Source: an optimization exercise on an open RTL-to-GDS flow (aim: small area). Production flows keep margins and buffers that such runs may drop.
The RTL was checked by simulation tests, not by an equivalence proof against the original design.
No activity file was given, so power comes from the tool's default toggle rates.

==> flow/config.mk <==
export PLATFORM = sky130hd
export DESIGN_NAME = eeprog_pe
export DESIGN_NICKNAME = eeprog_pe
export VERILOG_FILES = /design/flow/design.v
export SDC_FILE = /design/flow/constraint.sdc
export NUM_CORES = 4
export LEC_CHECK = 0
export CAP_MARGIN = 20
export CORE_MARGIN = 2
export CORE_UTILIZATION = 45
export CTS_CLUSTER_DIAMETER = 80
export CTS_CLUSTER_SIZE = 24
export GPL_TIMING_DRIVEN = 0
export SLEW_MARGIN = 20
export SYNTH_HIERARCHICAL = 1
export SYNTH_MINIMUM_KEEP_SIZE = 0
==> flow/constraint.sdc <==
create_clock -name core_clock -period 10.0 [get_ports {CLK}]
set_input_delay 2.0000 -clock core_clock [delete_from_list [all_inputs] [get_ports {CLK}]]
set_output_delay 2.0000 -clock core_clock [all_outputs]
set_load 0.01 [all_outputs]
==> flow/design.v <==
module eeprog_pe (
    input  wire        CLK,
    input  wire        RST,
    input  wire        H_SEL,
    input  wire        H_WE,
    input  wire [3:0]  H_ADDR,
    input  wire [15:0] H_WDATA,
    output reg  [15:0] H_RDATA,
    input  wire [7:0]  DQ_IN,
    output wire [7:0]  DQ_OUT,
    output wire        DQ_OE,
    output wire        CE_N,
    output wire        OE_N,
    output wire        VPP_EN,
    output wire        HV_EN,
    output wire        LAT_SER,
    output wire        LAT_SCK,
    output wire        LAT_STB
);
    localparam R_CMD = 4'h0, R_STATUS = 4'h1, R_ADDR = 4'h2, R_LEN = 4'h3,
               R_WDATA = 4'h4, R_RDATA = 4'h5, R_FAILADDR = 4'h6,
               R_COUNT = 4'h7, R_ATTEMPTS = 4'h8, R_LATADDR = 4'h9,
               R_BUFPTR = 4'hA, R_BUFDATA = 4'hB, R_INFO = 4'hC,
               R_MAXADDR = 4'hD;
    localparam OP_LATCH = 3'd1, OP_READ = 3'd2, OP_READ_PAGE = 3'd3,
               OP_BLANK = 3'd4, OP_ERASE = 3'd5, OP_PROG_BYTE = 3'd6,
               OP_PROG_BUF = 3'd7;
    localparam [2:0] S_DIR = 3'd0,     
                     S_LATCH = 3'd1,   
                     S_BREAD = 3'd2,   
                     S_ERASE = 3'd3,   
                     S_PPRE = 3'd4,    
                     S_PTAIL = 3'd5;   
    reg        ce, oe, vpp, hv, dir;
    reg [7:0]  dout;
    reg        ser, sck, stb;
    reg        busy, done, rej, lav;
    reg [2:0]  res;
    reg [15:0] addr_r, len_r;
    reg [7:0]  wdata_r, rdata_r;
    reg [15:0] failaddr_r, lataddr_r;
    reg [8:0]  count_r;
    reg [4:0]  attempts_r;
    reg [7:0]  bufptr;
    reg [7:0]  bdata;
    reg [7:0]  buf_mem [0:255];
    reg [2:0]  seg;
    reg [6:0]  t;
    reg [2:0]  op;
    reg [10:0] off;
    reg [4:0]  att;
    reg [7:0]  q0, q1;
    reg        v0, v1, drv;
    assign DQ_OUT  = dout;
    assign DQ_OE   = dir;
    assign CE_N    = ~ce;
    assign OE_N    = ~oe;
    assign VPP_EN  = vpp;
    assign HV_EN   = hv;
    assign LAT_SER = ser;
    assign LAT_SCK = sck;
    assign LAT_STB = stb;
    wire host_wr  = H_SEL && H_WE;
    wire host_rd  = H_SEL && !H_WE;
    wire bufrd    = host_rd && (H_ADDR == R_BUFDATA);
    wire [7:0] off_p1 = off[7:0] + 8'd1;
    reg  [7:0] ft;
    wire [7:0] rd;
    wire       hw_idle = host_wr && !busy;
    wire       bp_ld   = hw_idle && (H_ADDR == R_BUFPTR);
    wire       bp_inc  = bufrd || (hw_idle && (H_ADDR == R_BUFDATA));
    wire       bp_chg  = RST || bp_ld || bp_inc;
    wire [7:0] bp_inc1 = bufptr + 8'd1;
    wire [7:0] bp_next = RST ? 8'd0 : (bp_ld ? H_WDATA[7:0] : bp_inc1);
    wire [7:0]    ra  = bp_chg ? bp_next : ft;
    wire [15:0]   rlo = 16'd1 << ra[3:0];
    wire [15:0]   rhi = 16'd1 << ra[7:4];
    wire [255:0]  rsel;
    wire [2047:0] mem_flat;
    genvar gw;
    generate
        for (gw = 0; gw < 256; gw = gw + 1) begin : g_flat
            assign rsel[gw] = rhi[gw/16] & rlo[gw%16];
            assign mem_flat[gw*8 +: 8] = buf_mem[gw];
        end
    endgenerate
    eeprog_pe_rdmux u_rdmux (.m(mem_flat), .sel(rsel), .rd(rd));
    wire [1:0]  bstate = !busy ? 2'd0 : (dir ? 2'd2 : 2'd1);
    wire [15:0] status_w = {2'b00, dir, hv, vpp, oe, ce, bstate, lav, rej, res, done, busy};
    always @(*) begin
        H_RDATA = 16'h0000;
        if (host_rd) begin
            case (H_ADDR)
                R_STATUS:   H_RDATA = status_w;
                R_ADDR:     H_RDATA = addr_r;
                R_LEN:      H_RDATA = len_r;
                R_WDATA:    H_RDATA = {8'h00, wdata_r};
                R_RDATA:    H_RDATA = {8'h00, rdata_r};
                R_FAILADDR: H_RDATA = failaddr_r;
                R_COUNT:    H_RDATA = {7'd0, count_r};
                R_ATTEMPTS: H_RDATA = {11'd0, attempts_r};
                R_LATADDR:  H_RDATA = lataddr_r;
                R_BUFPTR:   H_RDATA = {8'h00, bufptr};
                R_BUFDATA:  H_RDATA = {8'h00, bdata};
                R_INFO:     H_RDATA = 16'h1408;
                R_MAXADDR:  H_RDATA = 16'h07FF;
                default:    H_RDATA = 16'h0000;
            endcase
        end
    end
    wire [3:0] cmd_op   = H_WDATA[3:0];
    wire       cmd_wr   = host_wr && (H_ADDR == R_CMD) && !busy;
    wire       op_bad   = (cmd_op == 4'h0) || cmd_op[3];
    wire       op_len   = (cmd_op == 4'd3) || (cmd_op == 4'd7);
    wire       len_bad  = op_len && (len_r > 16'd256);
    wire       len_zero = op_len && (len_r == 16'd0);
    wire       accept   = cmd_wr && !op_bad && !len_bad && !len_zero;
    wire is_prog = op[2] & op[1];                      
    wire [15:0] ca = ((op == OP_BLANK) ? 16'd0 : addr_r) + {5'd0, off};
    wire last_byte = ({off[8:0]} + 9'd1) == len_r[8:0];
    wire end_dir   = (seg == S_DIR);
    wire [11:0] et = {off[4:0], t};
    wire end_latch = (seg == S_LATCH) && (t == 7'd71);
    wire end_bread = (seg == S_BREAD) && (t == 7'd10);
    wire end_erase = (seg == S_ERASE) && (et == 12'd3043);
    wire end_ppre  = (seg == S_PPRE)  && (t == 7'd5);
    wire end_ptail = (seg == S_PTAIL) && (t == 7'd57);
    wire match     = (rdata_r == dout);
    wire next_byte = end_ptail && match && (op == OP_PROG_BUF) && !last_byte;
    wire seq_we    = busy && end_bread && (op == OP_READ_PAGE);
    wire       host_bwe = host_wr && (H_ADDR == R_BUFDATA) && !busy;
    wire [7:0] wa = busy ? off[7:0] : bufptr;
    wire [7:0] wd = busy ? rdata_r : H_WDATA[7:0];
    wire       we = !RST && (host_bwe || seq_we);
    genvar gh, gl;
    wire [15:0] wlo = {16{we}} & (16'd1 << wa[3:0]);
    wire [15:0] whi = 16'd1 << wa[7:4];
    generate
        for (gh = 0; gh < 16; gh = gh + 1) begin : g_wgrp
            for (gl = 0; gl < 16; gl = gl + 1) begin : g_wcol
                always @(posedge CLK)
                    if (whi[gh] && wlo[gl])
                        buf_mem[gh*16+gl] <= wd;
            end
        end
    endgenerate
    wire       fetch = busy && (op == OP_PROG_BUF) && !v1 && (!bufrd || bp_inc1 == ft);
    wire       f0  = fetch && !v0;
    wire       f1  = fetch && v0;
    wire [7:0] q0f = f0 ? rd : q0;
    wire [7:0] q1f = f1 ? rd : q1;
    wire       adv = busy && (seg == S_PTAIL) && (t == 7'd1) && !drv;
    always @(posedge CLK) begin
        if (accept) begin
            q0 <= buf_mem[0];
            q1 <= buf_mem[1];
            v0 <= 1'b1;
            v1 <= 1'b1;
            ft <= 8'd2;
        end else if (adv) begin
            if (fetch)
                ft <= ft + 8'd1;
            q0 <= q1f;
            v0 <= v1 | f1;
            v1 <= 1'b0;
        end else begin
            if (fetch)
                ft <= ft + 8'd1;
            q0 <= q0f;
            q1 <= q1f;
            v0 <= v0 | f0;
            v1 <= v1 | f1;
        end
    end
    wire st_hit = seq_we && !RST && (off[7:0] == (bufrd ? bp_inc1 : bufptr));
    always @(posedge CLK) begin
        if (st_hit)
            bdata <= rdata_r;
        else if (bp_chg)
            bdata <= rd;
    end
    wire [15:0] hwd = RST ? 16'h0000 : H_WDATA;
    always @(posedge CLK) begin
        if (RST || (hw_idle && H_ADDR == R_ADDR))
            addr_r <= hwd;
        if (RST || (hw_idle && H_ADDR == R_LEN))
            len_r <= hwd;
        if (RST || (hw_idle && H_ADDR == R_WDATA))
            wdata_r <= hwd[7:0];
    end
    wire [15:0] cag      = RST ? 16'h0000 : ca;
    wire        lat_load = busy && (seg == S_LATCH) && (t == 7'd66);
    wire        fail_ld  = busy && ((end_bread && op == OP_BLANK && rdata_r != 8'hFF) ||
                                    (end_ptail && !match && att == 5'd20));
    always @(posedge CLK) begin
        if (RST || lat_load)
            lataddr_r <= cag;
        if (RST || fail_ld)
            failaddr_r <= cag;
    end
    always @(posedge CLK) begin
        if (RST) begin
            bufptr  <= 8'h00;
            rej     <= 1'b0;
        end else begin
            if (host_wr && !busy) begin
                case (H_ADDR)
                    R_BUFPTR:  bufptr  <= H_WDATA[7:0];
                    R_BUFDATA: bufptr  <= bufptr + 8'd1;
                    default: ;
                endcase
            end
            if (bufrd)
                bufptr <= bufptr + 8'd1;
            if (host_wr && busy && (H_ADDR == R_CMD || H_ADDR == R_ADDR ||
                                    H_ADDR == R_LEN || H_ADDR == R_WDATA ||
                                    H_ADDR == R_BUFPTR || H_ADDR == R_BUFDATA))
                rej <= 1'b1;
            else if (host_wr && H_ADDR == R_STATUS && H_WDATA[5])
                rej <= 1'b0;
        end
    end
    always @(posedge CLK) begin
        if (RST) begin
            ce <= 1'b0; oe <= 1'b0; vpp <= 1'b0; hv <= 1'b0; dir <= 1'b0;
            dout <= 8'h00;
            ser <= 1'b0; sck <= 1'b0; stb <= 1'b0;
            busy <= 1'b0; done <= 1'b0; res <= 3'd0; lav <= 1'b0;
            rdata_r <= 8'h00;
            count_r <= 9'd0;
            attempts_r <= 5'd0;
        end else begin
            if (host_wr && H_ADDR == R_STATUS && H_WDATA[1])
                done <= 1'b0;
            t <= t + 7'd1;
            if (cmd_wr) begin
                if (op_bad) begin
                    done <= 1'b1;
                    res  <= 3'd4;
                end else if (len_bad) begin
                    done <= 1'b1;
                    res  <= 3'd3;
                end else if (len_zero) begin
                    done    <= 1'b1;
                    res     <= 3'd0;
                    count_r <= 9'd0;
                end else begin
                    busy <= 1'b1;
                    done <= 1'b0;
                    res  <= 3'd0;
                    op   <= cmd_op[2:0];
                    off  <= 11'd0;
                    att  <= 5'd1;
                    drv  <= 1'b0;
                    t    <= 7'd0;
                    case (cmd_op[2:0])
                        OP_LATCH: seg <= S_LATCH;
                        OP_PROG_BYTE, OP_PROG_BUF: begin
                            seg <= S_PPRE;
                            dir <= 1'b1;
                        end
                        default: begin
                            seg <= S_DIR;
                            dir <= 1'b0;
                        end
                    endcase
                end
            end
            if (busy) begin
                case (seg)
                    S_DIR: begin
                        t <= 7'd0;
                        if (op == OP_ERASE) begin
                            seg <= S_ERASE;
                            hv  <= 1'b1;
                        end else
                            seg <= S_LATCH;
                    end
                    S_LATCH: begin
                        sck <= !t[6] & t[1];
                        ser <= !t[6] & ca[~t[5:2]];
                        if (t == 7'd66) begin
                            stb       <= 1'b1;
                            lav       <= 1'b1;
                        end
                        if (t == 7'd68)
                            stb <= 1'b0;
                        if (end_latch) begin
                            t <= 7'd0;
                            if (op == OP_LATCH) begin
                                busy <= 1'b0;
                                done <= 1'b1;
                                res  <= 3'd0;
                            end else if (is_prog)
                                seg <= S_PTAIL;
                            else begin
                                seg <= S_BREAD;
                                ce  <= 1'b1;
                            end
                        end
                    end
                    S_BREAD: begin
                        if (t == 7'd1)  oe <= 1'b1;
                        if (t == 7'd5) begin
                            oe      <= 1'b0;
                            rdata_r <= DQ_IN;
                        end
                        if (t == 7'd8)  ce <= 1'b0;
                        if (end_bread) begin
                            t <= 7'd0;
                            if (op == OP_READ) begin
                                count_r <= 9'd1;
                                busy <= 1'b0;
                                done <= 1'b1;
                                res  <= 3'd0;
                            end else if (op == OP_READ_PAGE) begin
                                if (last_byte) begin
                                    count_r <= len_r[8:0];
                                    busy <= 1'b0;
                                    done <= 1'b1;
                                    res  <= 3'd0;
                                end else begin
                                    off <= off + 11'd1;
                                    seg <= S_LATCH;
                                end
                            end else begin
                                if (rdata_r != 8'hFF) begin
                                    busy <= 1'b0;
                                    done <= 1'b1;
                                    res  <= 3'd2;
                                end else if (off == 11'h7FF) begin
                                    busy <= 1'b0;
                                    done <= 1'b1;
                                    res  <= 3'd0;
                                end else begin
                                    off <= off + 11'd1;
                                    seg <= S_LATCH;
                                end
                            end
                        end
                    end
                    S_ERASE: begin
                        if (t == 7'd127)    off <= off + 11'd1;
                        if (et == 12'd4)    vpp <= 1'b1;
                        if (et == 12'd19)   ce  <= 1'b1;
                        if (et == 12'd3021) ce  <= 1'b0;
                        if (et == 12'd3033) vpp <= 1'b0;
                        if (et == 12'd3038) hv  <= 1'b0;
                        if (end_erase) begin
                            busy <= 1'b0;
                            done <= 1'b1;
                            res  <= 3'd0;
                        end
                    end
                    S_PPRE: begin
                        if (t == 7'd0 && att == 5'd1) vpp <= 1'b1;
                        if (t == 7'd4 && att != 5'd1) dir <= 1'b1;
                        if (end_ppre) begin
                            t   <= 7'd0;
                            seg <= S_LATCH;
                        end
                    end
                    default: begin  
                        if (t == 7'd1) begin
                            if (op == OP_PROG_BUF) begin
                                if (!drv) dout <= q0;
                            end else
                                dout <= wdata_r;
                            drv <= 1'b1;
                        end
                        if (t == 7'd4)  ce   <= 1'b1;
                        if (t == 7'd31) ce   <= 1'b0;
                        if (t == 7'd37) oe   <= 1'b1;
                        if (t == 7'd40) dir  <= 1'b0;
                        if (t == 7'd41) vpp  <= 1'b0;
                        if (t == 7'd46) ce   <= 1'b1;
                        if (t == 7'd52) begin
                            ce      <= 1'b0;
                            rdata_r <= DQ_IN;
                        end
                        if (t == 7'd54) oe   <= 1'b0;
                        if (end_ptail) begin
                            t <= 7'd0;
                            if (match) begin
                                if (next_byte) begin
                                    off <= off + 11'd1;
                                    att <= 5'd1;
                                    drv <= 1'b0;
                                    seg <= S_PPRE;
                                    dir <= 1'b1;
                                end else begin
                                    attempts_r <= att;
                                    count_r    <= (op == OP_PROG_BUF) ? len_r[8:0] : 9'd1;
                                    busy <= 1'b0;
                                    done <= 1'b1;
                                    res  <= 3'd0;
                                end
                            end else if (att == 5'd20) begin
                                attempts_r <= att;
                                count_r    <= (op == OP_PROG_BUF) ? off[8:0] : 9'd0;
                                busy <= 1'b0;
                                done <= 1'b1;
                                res  <= 3'd1;
                            end else begin
                                att <= att + 5'd1;
                                seg <= S_PPRE;
                                vpp <= 1'b1;
                            end
                        end
                    end
                endcase
            end
        end
    end
endmodule
module eeprog_pe_rdmux (
    input  wire [2047:0] m,
    input  wire [255:0]  sel,
    output wire [7:0]    rd
);
    genvar gb, gk;
    generate
        for (gb = 0; gb < 8; gb = gb + 1) begin : g_rbit
            wire [87:0] t1;
            for (gk = 0; gk < 85; gk = gk + 1) begin : g_t1
                eeprog_pe_ao222n u (
                    .a1(sel[3*gk]),   .a2(m[(3*gk)*8+gb]),
                    .b1(sel[3*gk+1]), .b2(m[(3*gk+1)*8+gb]),
                    .c1(sel[3*gk+2]), .c2(m[(3*gk+2)*8+gb]),
                    .y(t1[gk]));
            end
            assign t1[85] = ~(sel[255] & m[255*8+gb]);
            assign t1[87:86] = 2'b11;
            wire [23:0] t2;
            for (gk = 0; gk < 22; gk = gk + 1) begin : g_t2
                assign t2[gk] = ~&t1[4*gk +: 4];
            end
            assign t2[23:22] = 2'b00;
            wire [5:0] t3;
            for (gk = 0; gk < 6; gk = gk + 1) begin : g_t3
                assign t3[gk] = ~|t2[4*gk +: 4];
            end
            assign rd[gb] = ~&t3;
        end
    endgenerate
endmodule
module eeprog_pe_ao222n (
    input  wire a1, a2, b1, b2, c1, c2,
    output wire y
);
    assign y = ~((a1 & a2) | (b1 & b2) | (c1 & c2));
endmodule
==> flow/run.sh <==
#!/bin/bash
# synth_recipe.tcl (not shown) runs the flow's synth.tcl, then flattens the netlist and writes it again
# the make line also repeats each setting of config.mk as NAME=value (left out here)
make -C /OpenROAD-flow-scripts/flow DESIGN_CONFIG=/design/flow/config.mk WORK_HOME=/design/flow/orfs CLKGATE_MAP_FILE= SYNTH_SCRIPT=/design/flow/synth_recipe.tcl finish
==> results of run 1 <==
-- tightest hold or removal path: cells and delay by family (launching register included) --
family	cells	cell delay, ns
flops	1	0.32
buf+inv	1	0.05
compound gates	1	0.05
-- modules after synthesis (local to each module, per instance) --
module	cell area, um2	flip-flops and latches	cells inside	times used
eeprog_pe	77070	2237	4197	1
eeprog_pe_rdmux	1535	0	232	1
eeprog_pe_ao222n	10.01	0	1	680
-- worst max-delay path by stage --
stage | from | endpoint | slack, ns | cells after the start
CTS | H_ADDR[3] | bdata[0]$_DFFE_PP_ | 0.76 | 18
global route | H_ADDR[3] | bdata[0]$_DFFE_PP_ | 0.44 | 18
global placement | H_ADDR[3] | bdata[2]$_DFFE_PP_ | -0.99 | 18
detailed placement | H_ADDR[3] | bdata[0]$_DFFE_PP_ | -0.07 | 18
finish | H_ADDR[3] | bdata[0]$_DFFE_PP_ | 0.36 | 18
floorplan | H_ADDR[0] | bdata[1]$_DFFE_PP_ | 3.90 | 17
-- power by group through the flow --
stage	clock network (W)	registers (W)	logic, W
finish	0.00514	0.0104	0.000643
floorplan	0	0.0106	0.000324
global route	0.00548	0.0104	0.000681
CTS	0.00519	0.0104	0.000631
detailed placement	0	0.0106	0.000629
global placement	0	0.0106	0.000582
-- cells in the mapped netlist (10+ instances only) --
master     instances  share of area, %
a31oi_1           26              0.19
mux2i_1           34              0.40
a22o_1            12              0.12
dfxtp_1           63               1.5
a311oi_1          13              0.13
nor2_1           651               2.9
o21ai_0           70              0.41
o22ai_1           14              0.10
nand2_1          228               1.0
a222oi_1         683               8.0
a21o_1            26              0.23
or3_1             16              0.12
inv_1             36              0.16
o31ai_1           10             0.088
and2_1            22              0.16
nor4_1            40              0.29
buf_2             58              0.34
nand3_1           58              0.34
or4_1             23              0.20
a21oi_1           98              0.57
mux2_2            18              0.24
nand4_1          180               1.3
ha_1              21              0.31
nand2b_1          16              0.12
and4_1            13              0.13
and3_1            15              0.11
nor2b_1           35              0.26
a22oi_1           30              0.26
edfxtp_1        2174                76
a221oi_1          14              0.14
clkbuf_1         100              0.44
xor2_1            28              0.29
o211ai_1          18              0.16
nand2_2           15              0.11
xnor2_1           34              0.35
nor3_1            36              0.21
a2111oi_0         10              0.10
-- stage by stage --
step           utilization (%)  instance area [um2]  instances  total power, W  hold WS [ns]
2_1_floorplan                -                85410       5109         0.01090        0.4251
3_3_place_gp             47.37                89150       7665         0.01122        0.4412
3_5_place_dp             47.95                90240       7705         0.01123        0.4461
4_1_cts                  49.73                93600       7872         0.01620        0.4598
5_1_grt                  49.74                93610       7873         0.01655        0.4832
6_report                 49.74                93610       7874         0.01617        0.4645
-- per-layer routing --
| layer | GRT usage [%] | up-vias | wire [um] |
|---|---|---|---|
| met5 | 0 | - | 0 |
| met4 | 8.120 | 0 | 9124 |
| met3 | 5.565 | 402 | 28090 |
| met2 | 41.29 | 3129 | 121300 |
| met1 | 37.34 | 27050 | 102600 |
| li1 | - | 22190 | - |
-- cells in the final DEF, fill, tap and decap left out, types with 21 or more instances in the layout --
cell type and n:
a22oi_1 30, mux2i_1 34, a21oi_1 98, buf_2 60
a222oi_1 683, a31oi_1 26, xnor2_1 34, dfxtp_1 63
nor4_1 27, clkbuf_16 115, inv_1 36, or4_1 23
clkdlybuf4s50_1 61, nand2_1 228, clkbuf_1 100, nor3_1 35
nand3_1 58, ha_1 21, o21ai_0 69, and2_1 22
nand4_1 180, buf_16 24, nor2b_1 35, nor2_1 651
a21o_1 26, xor2_1 28, edfxtp_1 2174
-- sequential cells by signal (all words and copies together), names as in the netlist, 9 cells and up --
| signal | cells |
|---|---|
| lataddr_r | 16 |
| len_r | 16 |
| failaddr_r | 16 |
| addr_r | 16 |
| off | 11 |
| count_r | 9 |
| buf_mem | 2048 |
-- final cells by class --
class	instances	area, um2	area share (%)
well taps	2495	3122	3.335
repair buffers	101	1439	1.537
flip-flops and latches	2237	66540	71.09
inverters	37	138.9	0.1484
diodes	2	5.005	0.005346
clock buffers	132	2962	3.164
multi-input cells	2663	18220	19.47
clock inverters	35	396.6	0.4237
plain buffers	172	779.5	0.8327
-- kinds of logic after synthesis --
logic type	count (synthesis)	synth area share, %
AO/OA/AOI/OAI	1119	11.49
XOR/XNOR	65	0.7149
adder cells (fa/ha/maj)	22	0.3311
buffers and inverters	209	1.052
flip-flops	2237	77.91
multiplexers	52	0.6357
AND/OR/NAND/NOR	1405	7.868
==> summary.txt, run 1 <==
Power and ir drop
  • Leak: approximately 28 nW
  • Reg power frac: 64.2%
  • Clock power frac: roughly a third
  • Comb pwr share: around 4%
  • Switch share: approximately 22%
  • Sw power: between 0.003 and 0.004 W
  • P_int: roughly 0.013 W
  • Pwr per Cell Area: about 170 nW/um2
  • Maximum VDD drop: 0.0001902 V

Detailed routing
  • DR WL/cell: between 30 and 40 um
  • Post-route ant nets: 0
  • TritonRoute pass-1 iters: 10
  • Vias: 52770
  • DRT iter0 DRCs: approximately 10000
  • Total wire length: roughly 260000 um
  • DRC: 0
  • Vias per inst: about 6.7

Worst setup path
  • Crit start category: input port
  • Required time worst endpoint: 10.53 ns
  • Max incr delay on CP: around 0.9 ns
  • Reg2reg setup slack: between 1.5 and 2 ns
  • Crit path capture type: register
  • R2R depth: 17
  • Worst R2R Start: busy$_SDFF_PP0_
  • Most used cell, CP: buf_2
  • R2R Path End: bdata[0]$_DFFE_PP_
  • Critical path class: in -> reg
  • Crit-path max FO: 10
  • CP top delay family: simple AND/OR/NAND/NOR gates
  • Worst Path Buf+Inv: 4
  • CP max-delay cell: nor4_2
  • Worst path cell trace: clkdlybuf4s50_1 > buf_2 > nor2b_1 > nand2_1 > o21ai_0 > buf_2 > o211ai_1 > a21oi_1 > nor2_1 > nand2_1 > buf_2 > nor2_1 > a222oi_1 > nand4_1 > or4_1 > nor4_2 > nand4_1 > mux2_2
  • WP data arrival: approximately 10 ns

Logic synthesis
  • Syn Nets: roughly 5200
  • Sequential share of the synthesized area: around 78%
  • Synth async-reset ratio: 0%
  • Mapped Cells: ~5000
  • Ys Warns: 8
  • Avg Inst Size Synth: 16.72 um2
  • Synth Cell Area: between 80000 and 90000 um2
  • Flop and latch count out of synthesis: approximately 2200
  • Number of synthesized flops with an enable pin: roughly 2200
  • Distinct cells, synth: a little over 90
  • Top_reg_cell synth: edfxtp_1

Clock network
  • Root Buffer: clkbuf_16
  • Post-CTS Resized: 0
  • Clock network latency to the later pin of the worst-skew pair: 0.80 ns
  • Clk sink count: 2237
  • Htree depth: 3
  • Setup Buffers After CTS: 0
  • TritonCTS clock tree: done
  • Worst-path clk slew: ~0.09 ns
  • Num CTS Buffers: around 110
  • Max Buffers Root-to-Sink: 3
  • Hold_buf cts: 0

STA
  • Fmax: just over 100 MHz
  • Pins Over Slew Limit: 0
  • Clk_skew: between 0.04 and 0.05 ns
  • Final WS setup: 0.3627 ns
  • RSZ-0062 raised after global routing: false
  • Final hold vios: 0
  • Setup TNS: 0 ns
  • Slew @ Worst Pin: around 1.3 ns
  • Slew HR: around 15%
  • Final setup viols: 0
  • Clock period minus worst slack: between 9 and 10 ns
  • Crit share post-route: about 96%

Hold path
  • Hold Path End: lav$_SDFFE_PP0P_
  • HP Class: reg -> reg
  • WHS Path Cells: 2
  • Min-delay src: lav$_SDFFE_PP0P_

Placed design
  • Dpl ws: -0.06535 ns
  • IO Port Bufs: 61
  • GPL Wtd Cong: ~0.96
  • Hpwl dp: roughly 170000 um

Floorplan
  • Row cnt: roughly 160
  • Die area: between 150000 and 200000 um2
  • DIE WIDTH: ~440 um
  • Initial Util: about 45%
  • Io pins: 64
  • Die height: 439.7 um
  • Core area: between 150000 and 200000 um2

GRT
  • Initial antenna violation count: 7
  • Vias in the first global route: 49850
  • All-Layer GR Usage: a little over a quarter
  • Gr ovfl total: 0
  • Largest net degree at the start of global routing: around 120
  • First-pass GRT wire length: 367000 um

Job
  • Total of max-cap violations: 0

Status
  • Run status: complete, no violations

Final layout
  • Fillers: approximately 16000
  • Synth-to-layout area growth: 9.595%
  • Final net count: between 5000 and 6000
  • Layout cells sized above 1: 6.770%
==> run 2, diff against run 1 <==
--- a/flow/design.v
+++ b/flow/design.v
@@ -64,7 +64,7 @@
     wire host_rd  = H_SEL && !H_WE;
     wire bufrd    = host_rd && (H_ADDR == R_BUFDATA);
     wire [7:0] off_p1 = off[7:0] + 8'd1;
-    reg  [7:0] ft;
+    wire [7:0] ft     = off[7:0] + {7'd0, drv} + {7'd0, v0} + {7'd0, v1};
     wire [7:0] rd;
     wire       hw_idle = host_wr && !busy;
     wire       bp_ld   = hw_idle && (H_ADDR == R_BUFPTR);
@@ -156,16 +156,11 @@
             q1 <= buf_mem[1];
             v0 <= 1'b1;
             v1 <= 1'b1;
-            ft <= 8'd2;
         end else if (adv) begin
-            if (fetch)
-                ft <= ft + 8'd1;
             q0 <= q1f;
             v0 <= v1 | f1;
             v1 <= 1'b0;
         end else begin
-            if (fetch)
-                ft <= ft + 8'd1;
             q0 <= q0f;
             q1 <= q1f;
             v0 <= v0 | f0;
--- a/flow/config.mk
+++ b/flow/config.mk
@@ -9,7 +9,7 @@
 export CORE_MARGIN = 2
 export CORE_UTILIZATION = 45
 export CTS_CLUSTER_DIAMETER = 80
-export CTS_CLUSTER_SIZE = 24
+export CTS_CLUSTER_SIZE = 28
 export GPL_TIMING_DRIVEN = 0
 export SLEW_MARGIN = 20
 export SYNTH_HIERARCHICAL = 1
==> summary.txt, run 2 <==
Detailed routing
  • Vias: approximately 53000
  • DR WL/cell: 33.54 um
  • Post-route ant nets: 0
  • Vias per inst: 6.767
  • Total wire length: ~260000 um
  • DRC: 0
  • DRT iter0 DRCs: 10660
  • TritonRoute pass-1 iters: 10

Final layout
  • Layout cells sized above 1: roughly 6%
  • Max reg flops: between 2000 and 2500
  • Most common cell after layout, fill and taps aside: edfxtp_1
  • Design area: between 90000 and 100000 um2
  • Most frequent cells in the layout: edfxtp_1, a222oi_1, nor2_1
  • Final net count: approximately 5300
  • Final cell count without fillers: approximately 7800
  • Top reg by flops: buf_mem
  • Synth-to-layout area growth: 9.619%
  • Fillers: 15590

Hold path
  • HP Class: reg -> reg
  • Min-delay src: rej$_SDFFE_PP0P_
  • WHS Path Cells: 2
  • Hold Path End: rej$_SDFFE_PP0P_

Power and ir drop
  • Sw power: approximately 0.0037 W
  • P_int: about 0.013 W
  • Comb pwr share: roughly 5.3%
  • Maximum VDD drop: between 0.0001 and 0.00015 V
  • Reg power frac: between 60% and 70%
  • Clock power frac: 31.5%
  • Leak: 27.52 nW
  • Switch share: a little under a quarter
  • Pwr per Cell Area: between 150 and 200 nW/um2

Floorplan
  • DIE WIDTH: between 400 and 500 um
  • Die area: about 190000 um2
  • Core area: around 190000 um2
  • Row cnt: about 160
  • Initial Util: 45.23%
  • Io pins: 64
  • Die height: 438.0 um

STA
  • Final setup viols: 3
  • Clk_skew: ~0.041 ns
  • Slew @ Worst Pin: between 1 and 1.5 ns
  • Final WS setup: -0.2421 ns
  • Fmax: ~100 MHz
  • RSZ-0062 raised after global routing: false
  • Slew HR: 15.23%
  • Crit share post-route: 102.4%
  • Clock period minus worst slack: between 10 and 15 ns
  • Pins Over Slew Limit: 0
  • Final hold vios: 0

Logic synthesis
  • Area share of the largest cell type after synthesis: 77.01%
  • Synth area leaders: edfxtp_1, a222oi_1, nor2_1, dfxtp_1, nand4_1
  • Synth async-reset ratio: 0%
  • Ys Warns: 8
  • Sequential share of the synthesized area: between 70% and 80%
  • Synth Cell Area: ~85000 um2
  • Mapped Cells: 5044
  • Number of synthesized flops with an enable pin: ~2200
  • Post-synth top cells: edfxtp_1, a222oi_1, nor2_1, nand2_1, nand4_1
  • Syn Nets: just over 5000
  • Avg Inst Size Synth: roughly 17 um2
  • Largest area contributor in the netlist: edfxtp_1
  • Distinct cells, synth: between 80 and 90
  • Top_reg_cell synth: edfxtp_1
  • Flop and latch count out of synthesis: between 2000 and 2500
  • Most common cell in the netlist: edfxtp_1

Placed design
  • Placed Area: a little under 90000 um2
  • IO Port Bufs: 63
  • Hpwl dp: about 170000 um
  • Inst Count DP: 7635
  • GPL Wtd Cong: 0.9618
  • Dpl ws: -0.7857 ns

Worst setup path
  • Max incr delay on CP: ~1.1 ns
  • Worst R2R Start: off[0]$_DFFE_PN_
  • Crit path capture type: register
  • Reg2reg setup slack: approximately 1.3 ns
  • CP top delay family: simple AND/OR/NAND/NOR gates
  • R2R Path End: bdata[0]$_DFFE_PP_
  • R2R depth: 16
  • Required time worst endpoint: around 11 ns
  • Crit-path max FO: 10
  • WP data arrival: 10.77 ns
  • Worst path cell trace: clkdlybuf4s50_1 > clkbuf_1 > nor4bb_1 > clkbuf_1 > nand2_1 > a211oi_1 > o21a_1 > nor2_1 > nand2_1 > clkbuf_4 > nor2_1 > a222oi_1 > nand4_1 > or4_1 > nor4_1 > nand4_1 > mux2_2
  • Worst Path Buf+Inv: 4
  • CP max-delay cell: a222oi_1
  • Crit start category: input port
  • Critical path class: in -> reg

GRT
  • Gr ovfl total: 0
  • First-pass GRT wire length: 366300 um
  • Vias in the first global route: slightly below 50000
  • Initial antenna violation count: 13
  • All-Layer GR Usage: 26.55%
  • Largest net degree at the start of global routing: ~110

Clock network
  • Htree depth: 3
  • Worst-path clk slew: approximately 0.10 ns
  • Clk sink count: ~2200
  • Num CTS Buffers: 103
  • Root Buffer: clkbuf_16
  • Max Buffers Root-to-Sink: 3
  • TritonCTS clock tree: done
  • Clock network latency to the later pin of the worst-skew pair: about 0.8 ns
  • Setup Buffers After CTS: 0

Job
  • Total of max-cap violations: 0

Status
  • Run status: finished with violations
  • Layout check failures: negative setup slack
run 2: cell count changes in the layout (fill, tap and decap cells not counted), sizes merged, moves of 7 or more:
cell and delta:
a211oi +7, a21o -18, a311oi -7, and2 -7, buf -39, clkinv +7
dfxtp -8, inv +13, mux2i -11, nand2 -7, nor2 -10, nor2b +12
o22ai -7
run 2: worst max-delay path by stage:
| stage | start | end | slack, ns | depth (start not counted) |
|---|---|---|---|---|
| finish | H_ADDR[0] | bdata[0]$_DFFE_PP_ | -0.24 | 17 |
| global route | H_ADDR[0] | bdata[0]$_DFFE_PP_ | 0.04 | 19 |
| CTS | H_ADDR[0] | bdata[0]$_DFFE_PP_ | 0.02 | 19 |
| detailed placement | H_ADDR[0] | bdata[0]$_DFFE_PP_ | -0.79 | 19 |
| global placement | H_ADDR[0] | bdata[0]$_DFFE_PP_ | -1.67 | 17 |
| floorplan | H_ADDR[0] | bdata[0]$_DFFE_PP_ | 3.78 | 18 |
run 2: power groups by stage:
stage / clock (W) / sequential (W) / combinational, W
after floorplan: 0 / 0.0106 / 0.000404
final: 0.00516 / 0.0104 / 0.000875
after CTS: 0.00521 / 0.0103 / 0.000853
after detailed placement: 0 / 0.0106 / 0.000850
after global placement: 0 / 0.0106 / 0.000793
after global routing: 0.00551 / 0.0104 / 0.000902
run 2: final cells by class:
type	instances	area [um2]	area share [%]
Sequential cell	2229	66380	71.44
Multi-Input combinational cell	2609	17860	19.22
Tap cell	2495	3122	3.359
Clock buffer	112	2654	2.856
Timing Repair Buffer	96	1306	1.406
Clock inverter	58	729.5	0.7850
Buffer	166	713.2	0.7675
Inverter	40	150.1	0.1616
Antenna cell	2	5.005	0.005386
run 2: worst min-delay path, stage by stage (launching register included):
cell and delay [ns]:
dfxtp_1 0.32, nand3_1 0.06, nand2_1 0.05
run 2: cells by family after synthesis:
family          Yosys count  share of synthesized area (%)
compound gates         1098                          11.44
xor+xnor                 71                         0.7660
fa+ha+maj                25                         0.3956
buf+inv                 206                         0.9756
flops                  2229                          78.31
mux                      43                         0.5417
simple gates           1372                          7.575
run 2: routing by layer:
metal  global-route usage [%]  part of all wire [%]  vias to the layer above
li1                         -                     -                    21920
met1                    39.11                    40                    27060
met2                    40.26                    45                     3418
met3                    4.745                    12                      432
met4                    8.370                   3.4                        2
met5                        0                0.0050                        -
run 2: repair_timing:
action / 4_1_cts / 5_1_grt
resized for setup: 0 / 5
hold buffers: 0 / 0
setup endpoints to repair: 0 / 3
run 2: modules after synthesis (local to each module, per instance):
module            flip-flops and latches  times used  cells  cell area, um2
eeprog_pe                           2229           1   4132           76430
eeprog_pe_ao222n                       0         680      1           10.01
eeprog_pe_rdmux                        0           1    232            1535
run 2: through the flow:
stage / util, % / setup TNS, ns / hold WS (ns) / total power [W]
6_report: 49.59 / -0.4090 / 0.4716 / 0.01639
5_1_grt: 49.58 / 0 / 0.4984 / 0.01677
4_1_cts: 49.58 / 0 / 0.4664 / 0.01641
3_5_place_dp: 47.77 / -5.271 / 0.4521 / 0.01141
3_3_place_gp: 47.24 / -32.06 / 0.4456 / 0.01139
2_1_floorplan: - / 0 / 0.4249 / 0.01095
==> run 3, diff against run 2 <==
--- a/flow/config.mk
+++ b/flow/config.mk
@@ -9,7 +9,7 @@
 export CORE_MARGIN = 2
 export CORE_UTILIZATION = 45
 export CTS_CLUSTER_DIAMETER = 80
-export CTS_CLUSTER_SIZE = 28
+export CTS_CLUSTER_SIZE = 31
 export GPL_TIMING_DRIVEN = 0
 export SLEW_MARGIN = 20
 export SYNTH_HIERARCHICAL = 1
==> summary.txt, run 3 <==
Detailed routing
  • DR WL/cell: about 34 um
  • Post-route ant nets: 0
  • TritonRoute pass-1 iters: 9
  • Vias: 52670
  • Total wire length: between 200000 and 300000 um
  • DRC: 0
  • Vias per inst: 6.750
  • DRT iter0 DRCs: 10920

Logic synthesis
  • Largest area contributor in the netlist: edfxtp_1
  • Sequential share of the synthesized area: about four fifths
  • Area share of the largest cell type after synthesis: between 70% and 80%
  • Ys Warns: 8
  • Synth area leaders: edfxtp_1, a222oi_1, nor2_1, dfxtp_1, nand4_1
  • Largest family of logic cells by synthesized area: compound AO/OA/AOI/OAI gates
  • Most common cell in the netlist: edfxtp_1
  • Mapped Cells: between 5000 and 6000
  • Synth Cell Area: around 85000 um2
  • Distinct cells, synth: slightly below 90
  • XOR/XNOR Fraction of Synth Area: less than 1%
  • Simple-Gate Fraction of Synth Area: between 7 and 8%
  • Avg Inst Size Synth: 16.81 um2
  • Number of synthesized flops with an enable pin: approximately 2200
  • Flop and latch count out of synthesis: approximately 2200
  • Mux share of post-synthesis cell area: less than 1%
  • Post-synthesis compound-gate area fraction: 11.44%
  • Post-synth top cells: edfxtp_1, a222oi_1, nor2_1, nand2_1, nand4_1
  • Syn Nets: 5101
  • Top_reg_cell synth: edfxtp_1
  • Post-synthesis adder-cell area fraction: 0.3956%
  • Synth async-reset ratio: 0%

Power and ir drop
  • Leak: 27.48 nW
  • Pwr per Cell Area: approximately 180 nW/um2
  • Total power: roughly 0.016 W
  • Maximum VDD drop: 0.0001405 V

Worst setup path
  • CP max-delay cell: a222oi_1
  • WP data arrival: between 10 and 15 ns
  • Critical path class: in -> reg
  • Max incr delay on CP: 1.15 ns
  • Crit path capture type: register
  • Crit start category: input port
  • Crit-path max FO: 10
  • Worst path cell trace: clkdlybuf4s50_1 > clkbuf_1 > nor4bb_1 > clkbuf_1 > nand2_1 > a211oi_1 > o21a_1 > nor2_1 > nand2_1 > buf_2 > nor2_1 > a222oi_1 > nand4_1 > or4_1 > nor4_2 > nand4_1 > mux2_2
  • Required time worst endpoint: around 11 ns

Job
  • Total of max-cap violations: 0

Clock network
  • Htree depth: 3
  • Max Buffers Root-to-Sink: 3
  • Hold_buf cts: 0
  • Root Buffer: clkbuf_16
  • Post-CTS Resized: 0
  • Worst-path clk slew: 0.12 ns
  • Clock network latency to the later pin of the worst-skew pair: approximately 0.77 ns
  • Num CTS Buffers: approximately 100
  • TritonCTS clock tree: done
  • Setup Buffers After CTS: 0
  • Clk sink count: between 2000 and 2500

Placed design
  • IO Port Bufs: between 60 and 70
  • Dpl ws: -0.7857 ns
  • Placed Area: roughly 90000 um2
  • GPL Wtd Cong: roughly 0.96
  • Inst Count DP: roughly 7600
  • Hpwl dp: 172300 um

Final layout
  • Synth-to-layout area growth: 9.563%
  • Top reg by flops: buf_mem
  • Max reg flops: roughly 2000
  • Final cell count without fillers: 7803
  • Most common cell after layout, fill and taps aside: edfxtp_1
  • Most frequent cells in the layout: edfxtp_1, a222oi_1, nor2_1
  • Layout cells sized above 1: 6.069%
  • Design area: a little over 90000 um2
  • Final net count: around 5300

GRT
  • Gr ovfl total: 0
  • Initial antenna violation count: 10
  • All-Layer GR Usage: 26.56%
  • Vias in the first global route: just under 50000
  • First-pass GRT wire length: 366600 um
  • Largest net degree at the start of global routing: about 110

Floorplan
  • DIE WIDTH: approximately 440 um
  • Row cnt: 159
  • Io pins: 64
  • Core area: 187400 um2
  • Die area: between 150000 and 200000 um2
  • Die height: approximately 440 um
  • Initial Util: a little under half

STA
  • Pins Over Slew Limit: 0
  • Slew @ Worst Pin: roughly 1.2 ns
  • Final setup viols: 2
  • Slew HR: about 17%
  • Final hold vios: 0
  • Final WS setup: -0.07433 ns
  • Fmax: approximately 99 MHz
  • RSZ-0062 raised after global routing: false
  • Crit share post-route: 100.7%
  • Clk_skew: ~0.038 ns
  • Clock period minus worst slack: 10.07 ns

Hold path
  • HP Class: reg -> reg

Status
  • Run status: finished with violations
  • Layout check failures: negative setup slack
[run 3: changes by cell type in the layout (fill, tap and decap cells not counted), moves of 2 or more]
cell	change
inv_12	+4
inv_8	+3
clkinvlp_4	+2
clkbuf_16	-4
clkinv_8	+2
clkinv_2	-5
inv_16	+3
clkinv_1	-4
bufinv_16	-3
[run 3: worst max-delay path: cells and delay by family]
family                 cells  cell delay (ns)
AO/OA/AOI/OAI              3             2.04
buffers and inverters      4             1.86
multiplexers               1             0.44
AND/OR/NAND/NOR            9             4.19
[run 3: cell families (layout without fill, tap and decap cells)]
logic type	count (synthesis)	count (layout)
AO/OA/AOI/OAI	1098	1098
XOR/XNOR	71	71
adder cells (fa/ha/maj)	25	25
buffers and inverters	206	468
flip-flops	2229	2229
multiplexers	43	43
other	0	2
AND/OR/NAND/NOR	1372	1372
[run 3: Yosys stat by module (local to each module, per instance)]
module            flip-flops and latches  cells
eeprog_pe                           2229   4132
eeprog_pe_rdmux                        0    232
eeprog_pe_ao222n                       0      1
[run 3: path summary, 6_finish.rpt]
| kind | startpoint | to | slack, ns | cells after the start |
|---|---|---|---|---|
| max reg2reg | off[0]$_DFFE_PN_ | bdata[0]$_DFFE_PP_ | 1.19 | 16 |
| min | rej$_SDFFE_PP0P_ | rej$_SDFFE_PP0P_ | 0.46 | 2 |
| min reg2reg | rej$_SDFFE_PP0P_ | rej$_SDFFE_PP0P_ | 0.46 | 2 |
| max | H_ADDR[0] | bdata[0]$_DFFE_PP_ | -0.07 | 17 |
[run 3: final cells by class]
type	count	area, um2
Fill cell	15580	94520
Clock inverter	60	784.5
Sequential cell	2229	66380
Antenna cell	2	5.005
Inverter	40	150.1
Clock buffer	106	2546
Tap cell	2495	3122
Buffer	166	709.4
Multi-Input combinational cell	2609	17870
Timing Repair Buffer	96	1306
[run 3: power breakdown]
group	internal [W]	switching [W]	leakage (nW)
logic	0.000218	0.000655	5.80
registers	0.0103	0.0000503	20.1
clock network	0.00204	0.00308	1.60
[run 3: stage by stage]
step / TNS (ns) / util, % / hold WS [ns]
floorplan: 0 / - / 0.4249
global placement: -32.06 / 47.24 / 0.4456
detailed placement: -5.271 / 47.77 / 0.4521
CTS: 0 / 49.55 / 0.4678
global route: 0 / 49.56 / 0.4993
finish: -0.07608 / 49.56 / 0.4615
[run 3: per-layer routing]
layer	vias up	share of wire, %	wire [um]	track usage [%]
li1	21920	-	-	-
met1	27130	41	106000	39.21
met2	3225	45	118000	40.37
met3	400	11	28870	4.537
met4	2	3.4	8794	8.248
met5	-	0.0050	13	0
==> run 4, diff against run 3 <==
--- a/flow/design.v
+++ b/flow/design.v
@@ -64,7 +64,7 @@
     wire host_rd  = H_SEL && !H_WE;
     wire bufrd    = host_rd && (H_ADDR == R_BUFDATA);
     wire [7:0] off_p1 = off[7:0] + 8'd1;
-    wire [7:0] ft     = off[7:0] + {7'd0, drv} + {7'd0, v0} + {7'd0, v1};
+    reg  [7:0] ft;
     wire [7:0] rd;
     wire       hw_idle = host_wr && !busy;
     wire       bp_ld   = hw_idle && (H_ADDR == R_BUFPTR);
@@ -156,11 +156,16 @@
             q1 <= buf_mem[1];
             v0 <= 1'b1;
             v1 <= 1'b1;
+            ft <= 8'd2;
         end else if (adv) begin
+            if (fetch)
+                ft <= ft + 8'd1;
             q0 <= q1f;
             v0 <= v1 | f1;
             v1 <= 1'b0;
         end else begin
+            if (fetch)
+                ft <= ft + 8'd1;
             q0 <= q0f;
             q1 <= q1f;
             v0 <= v0 | f0;
==> flow/config.mk (replaced) <==
export PLATFORM = sky130hd
export DESIGN_NAME = eeprog_pe
export DESIGN_NICKNAME = eeprog_pe
export VERILOG_FILES = /design/flow/design.v
export SDC_FILE = /design/flow/constraint.sdc
export NUM_CORES = 4
export LEC_CHECK = 0
export CAP_MARGIN = 10
export CORE_MARGIN = 2
export CORE_UTILIZATION = 45
export CTS_CLUSTER_DIAMETER = 100
export CTS_CLUSTER_SIZE = 28
export GPL_TIMING_DRIVEN = 0
export SLEW_MARGIN = 10
export SYNTH_HIERARCHICAL = 1
export SYNTH_MINIMUM_KEEP_SIZE = 0
==> summary.txt, run 4 <==
Status
  • Run status: complete, no violations

STA
  • Clock period minus worst slack: between 9 and 10 ns
  • Final WS setup: roughly 0.6 ns
  • RSZ-0062 raised after global routing: false
  • Final setup viols: 0
  • Crit share post-route: 93.98%
  • Fmax: roughly 110 MHz
  • Pins Over Slew Limit: 0
  • Clk_skew: 0.04521 ns
  • Final hold vios: 0
  • Slew @ Worst Pin: 1.406 ns
  • Slew HR: 6.254%
  • Setup TNS: 0 ns

Worst setup path
  • CP top delay family: simple AND/OR/NAND/NOR gates
  • WP data arrival: about 10 ns
  • Worst R2R Start: busy$_SDFF_PP0_
  • Required time worst endpoint: between 10 and 15 ns
  • Most used cell, CP: buf_2
  • Crit start category: input port
  • Worst setup path startpoint: H_ADDR[3]
  • Crit-path max FO: 10
  • CP max-delay cell: a2111oi_0
  • Worst path cell trace: clkdlybuf4s50_1 > buf_2 > nor2b_1 > nand2_1 > o21ai_0 > buf_2 > o211ai_1 > a21oi_1 > nor2b_1 > nand2_1 > buf_2 > nor2_1 > a222oi_1 > nand4_1 > or4_1 > a2111oi_0 > nand4_1 > mux2_2
  • Crit path capture type: register
  • Worst Path Buf+Inv: 4
  • Crit path depth: 18
  • R2R depth: 16
  • Critical path class: in -> reg
  • Max incr delay on CP: 0.89 ns

Logic synthesis
  • Distinct cells, synth: 92
  • Largest area contributor in the netlist: edfxtp_1
  • Syn Nets: approximately 5200
  • Area share of the largest cell type after synthesis: ~76%
  • Flop and latch count out of synthesis: between 2000 and 2500
  • Post-synth top cells: edfxtp_1, a222oi_1, nor2_1, nand2_1, nand4_1
  • Sequential share of the synthesized area: 77.91%
  • Avg Inst Size Synth: roughly 17 um2
  • Ys Warns: 8
  • Number of synthesized flops with an enable pin: 2174
  • Synth Cell Area: 85410 um2
  • Mapped Cells: ~5000
  • Synth async-reset ratio: 0%
  • Synth area leaders: edfxtp_1, a222oi_1, nor2_1, dfxtp_1, nand4_1
  • Most common cell in the netlist: edfxtp_1
  • Top_reg_cell synth: edfxtp_1

Job
  • Total of max-cap violations: 0

GRT
  • Gr ovfl total: 0
  • Gr busiest metal: met2
  • Met2 global-route usage: around two fifths
  • Initial antenna violation count: 15
  • Met3 global-route usage: 5.200%
  • First-pass GRT wire length: ~370000 um
  • Routing usage on met1: 37.45%
  • Vias in the first global route: slightly below 50000
  • All-Layer GR Usage: 26.34%
  • Largest net degree at the start of global routing: 133

Final layout
  • Synth-to-layout area growth: 8.426%
  • Most frequent cells in the layout: edfxtp_1, a222oi_1, nor2_1
  • Multi-input logic area: around 18000 um2
  • Top reg by flops: buf_mem
  • Layout cells sized above 1: 5.824%
  • Max reg flops: about 2000
  • Seq. cell area: 66540 um2
  • Design area: roughly 93000 um2
  • Most common cell after layout, fill and taps aside: edfxtp_1
  • Core Util, Final: approximately half
  • Fillers: between 15000 and 20000
  • Final net count: around 5400

Hold path
  • HP Class: reg -> reg
  • WHS Path Cells: 2
  • Min-delay src: lav$_SDFFE_PP0P_

Power and ir drop
  • Clock power frac: between 20% and 30%
  • Switch share: between 20% and 30%
  • Reg power frac: between 60% and 70%
  • P_int: ~0.012 W
  • Comb pwr share: under 10%
  • Pwr per Cell Area: roughly 170 nW/um2
  • Leak: ~27 nW
  • Sw power: 0.003338 W
  • Maximum VDD drop: around 0.00016 V

Floorplan
  • DIE WIDTH: 439.7 um
  • Initial Util: between 40% and 50%
  • Row cnt: between 150 and 200
  • Io pins: 64
  • Die area: between 150000 and 200000 um2
  • Die height: ~440 um
  • Core area: ~190000 um2

Clock network
  • Root Buffer: clkbuf_16
  • Num CTS Buffers: between 90 and 100
  • TritonCTS clock tree: done
  • Hold_buf cts: 0
  • Clock network latency to the later pin of the worst-skew pair: around 0.78 ns
  • Htree depth: 3
  • Post-CTS Resized: 0
  • Clk sink count: 2237
  • Setup Buffers After CTS: 0
  • Max Buffers Root-to-Sink: 3
  • Worst-path clk slew: 0.12 ns

Detailed routing
  • DR WL/cell: approximately 33 um
  • DRC: 0
  • TritonRoute pass-1 iters: 10
  • DRT iter0 DRCs: a little over 10000
  • Vias per inst: 6.770
  • Post-route ant nets: 0
  • Vias: between 50000 and 60000
  • Total wire length: approximately 260000 um

Placed design
  • Hpwl dp: between 150000 and 200000 um
  • GPL Wtd Cong: 0.9572
  • Placed Area: about 90000 um2
  • Dpl ws: -0.08927 ns
  • IO Port Bufs: 61
## run 4: cell count changes after synthesis, sizes merged, moves of 8 or more
cell    previous run  this run
dfxtp             55        63
mux2i             23        34
buf               40        72
nor2b             47        35
a21o               8        26
nor2             646       656
clkbuf           126       100
## run 4: layer usage
layer,share of wire [%],wire [um]
met1,40,103100
met4,3.6,9333
met3,11,27590
met2,46,120400
met5,0.038,100
## run 4: path summary, 6_finish.rpt
check | endpoint | slack [ns]
max | bdata[2]$_DFFE_PP_ | 0.60
min | lav$_SDFFE_PP0P_ | 0.46
min reg2reg | lav$_SDFFE_PP0P_ | 0.46
max reg2reg | bdata[2]$_DFFE_PP_ | 1.95
## run 4: cells by family (layout without fill, tap and decap cells)
| kind of cell | after synthesis | in the layout | synth area share (%) |
|---|---|---|---|
| xor+xnor | 65 | 65 | 0.7149 |
| mux | 52 | 52 | 0.6357 |
| compound gates | 1119 | 1119 | 11.49 |
| flops | 2237 | 2237 | 77.91 |
| other cells | 0 | 4 | 0 |
| simple gates | 1405 | 1405 | 7.868 |
| buf+inv | 209 | 423 | 1.052 |
| fa+ha+maj | 22 | 22 | 0.3311 |
## run 4: power by group through the flow
stage / clock network (W) / logic, W / registers [W]
6_report: 0.00459 / 0.000644 / 0.0104
4_1_cts: 0.00463 / 0.000631 / 0.0104
2_1_floorplan: 0 / 0.000324 / 0.0106
3_5_place_dp: 0 / 0.000629 / 0.0106
3_3_place_gp: 0 / 0.000582 / 0.0106
5_1_grt: 0.00491 / 0.000681 / 0.0104
## run 4: Yosys stat by module, one instance, submodules excluded
module | area [um2] | cells inside | flip-flops and latches
eeprog_pe | 77070 | 4197 | 2237
eeprog_pe_ao222n | 10.01 | 1 | 0
eeprog_pe_rdmux | 1535 | 232 | 0
## run 4: cell type report
| cell class | instances | share of cell area [%] |
|---|---|---|
| antenna | 4 | 0.01081 |
| buffer | 172 | 0.8390 |
| clock buffer | 108 | 2.630 |
| clock inverter | 13 | 0.1864 |
| inverter | 37 | 0.1500 |
| multi-input combinational | 2663 | 19.64 |
| sequential | 2237 | 71.85 |
| tap | 2495 | 3.371 |
| timing repair buffer | 93 | 1.323 |
## run 4: worst min-delay path: stages (launching register included)
cell	delay [ns]
dfxtp_1	0.33
inv_1	0.05
a21oi_1	0.05
## run 4: per-stage QoR
| step | hold WS (ns) | cells | power [W] |
|---|---|---|---|
| after CTS | 0.4551 | 7817 | 0.01565 |
| final | 0.4571 | 7822 | 0.01563 |
| after detailed placement | 0.4403 | 7696 | 0.01123 |
| after global routing | 0.4979 | 7819 | 0.01598 |
| after floorplan | 0.4251 | 5109 | 0.01090 |
| after global placement | 0.4412 | 7665 | 0.01122 |

==> separate check: timing with driven ports <==
Ports are ideal in the flow. The routed layouts listed here were re-timed in OpenROAD.
Step 1 (the two cells are an assumption about what drives the block):
set clk [get_ports {CLK}]
set_driving_cell -lib_cell sky130_fd_sc_hd__clkbuf_16 $clk
set_driving_cell -lib_cell sky130_fd_sc_hd__buf_2 [delete_from_list [all_inputs] $clk]
Step 2 times the ports against the registers' clock, not the clock port: input delays grow and output delays shrink by t, the midpoint of the rising clock arrivals with the driver on.
Three values: no drivers, after step 1, after step 2; two values: the first two.
run	shift t [ns]	setup WS [ns]	worst setup path after step 2	clock arrival spread, ns	worst slew at a driven data input, ns
run 1	0.864	0.363 / 0.418 / -0.446	input to register	0.051 / 0.050	0.05
run 2	0.861	-0.242 / -0.175 / -1.035	input to register	0.046 / 0.047	0.05
run 3	0.853	-0.074 / -0.005 / -0.858	input to register	0.049 / 0.049	0.04
run 4	0.844	0.602 / 0.658 / -0.186	input to register	0.045 / 0.046	0.05
With both steps, setup timing fails in run 1 and run 4, where it was met with ideal ports. The setup slack of run 1, which loses most, moves by +0.055 ns with the drivers and by -0.809 ns with both steps.
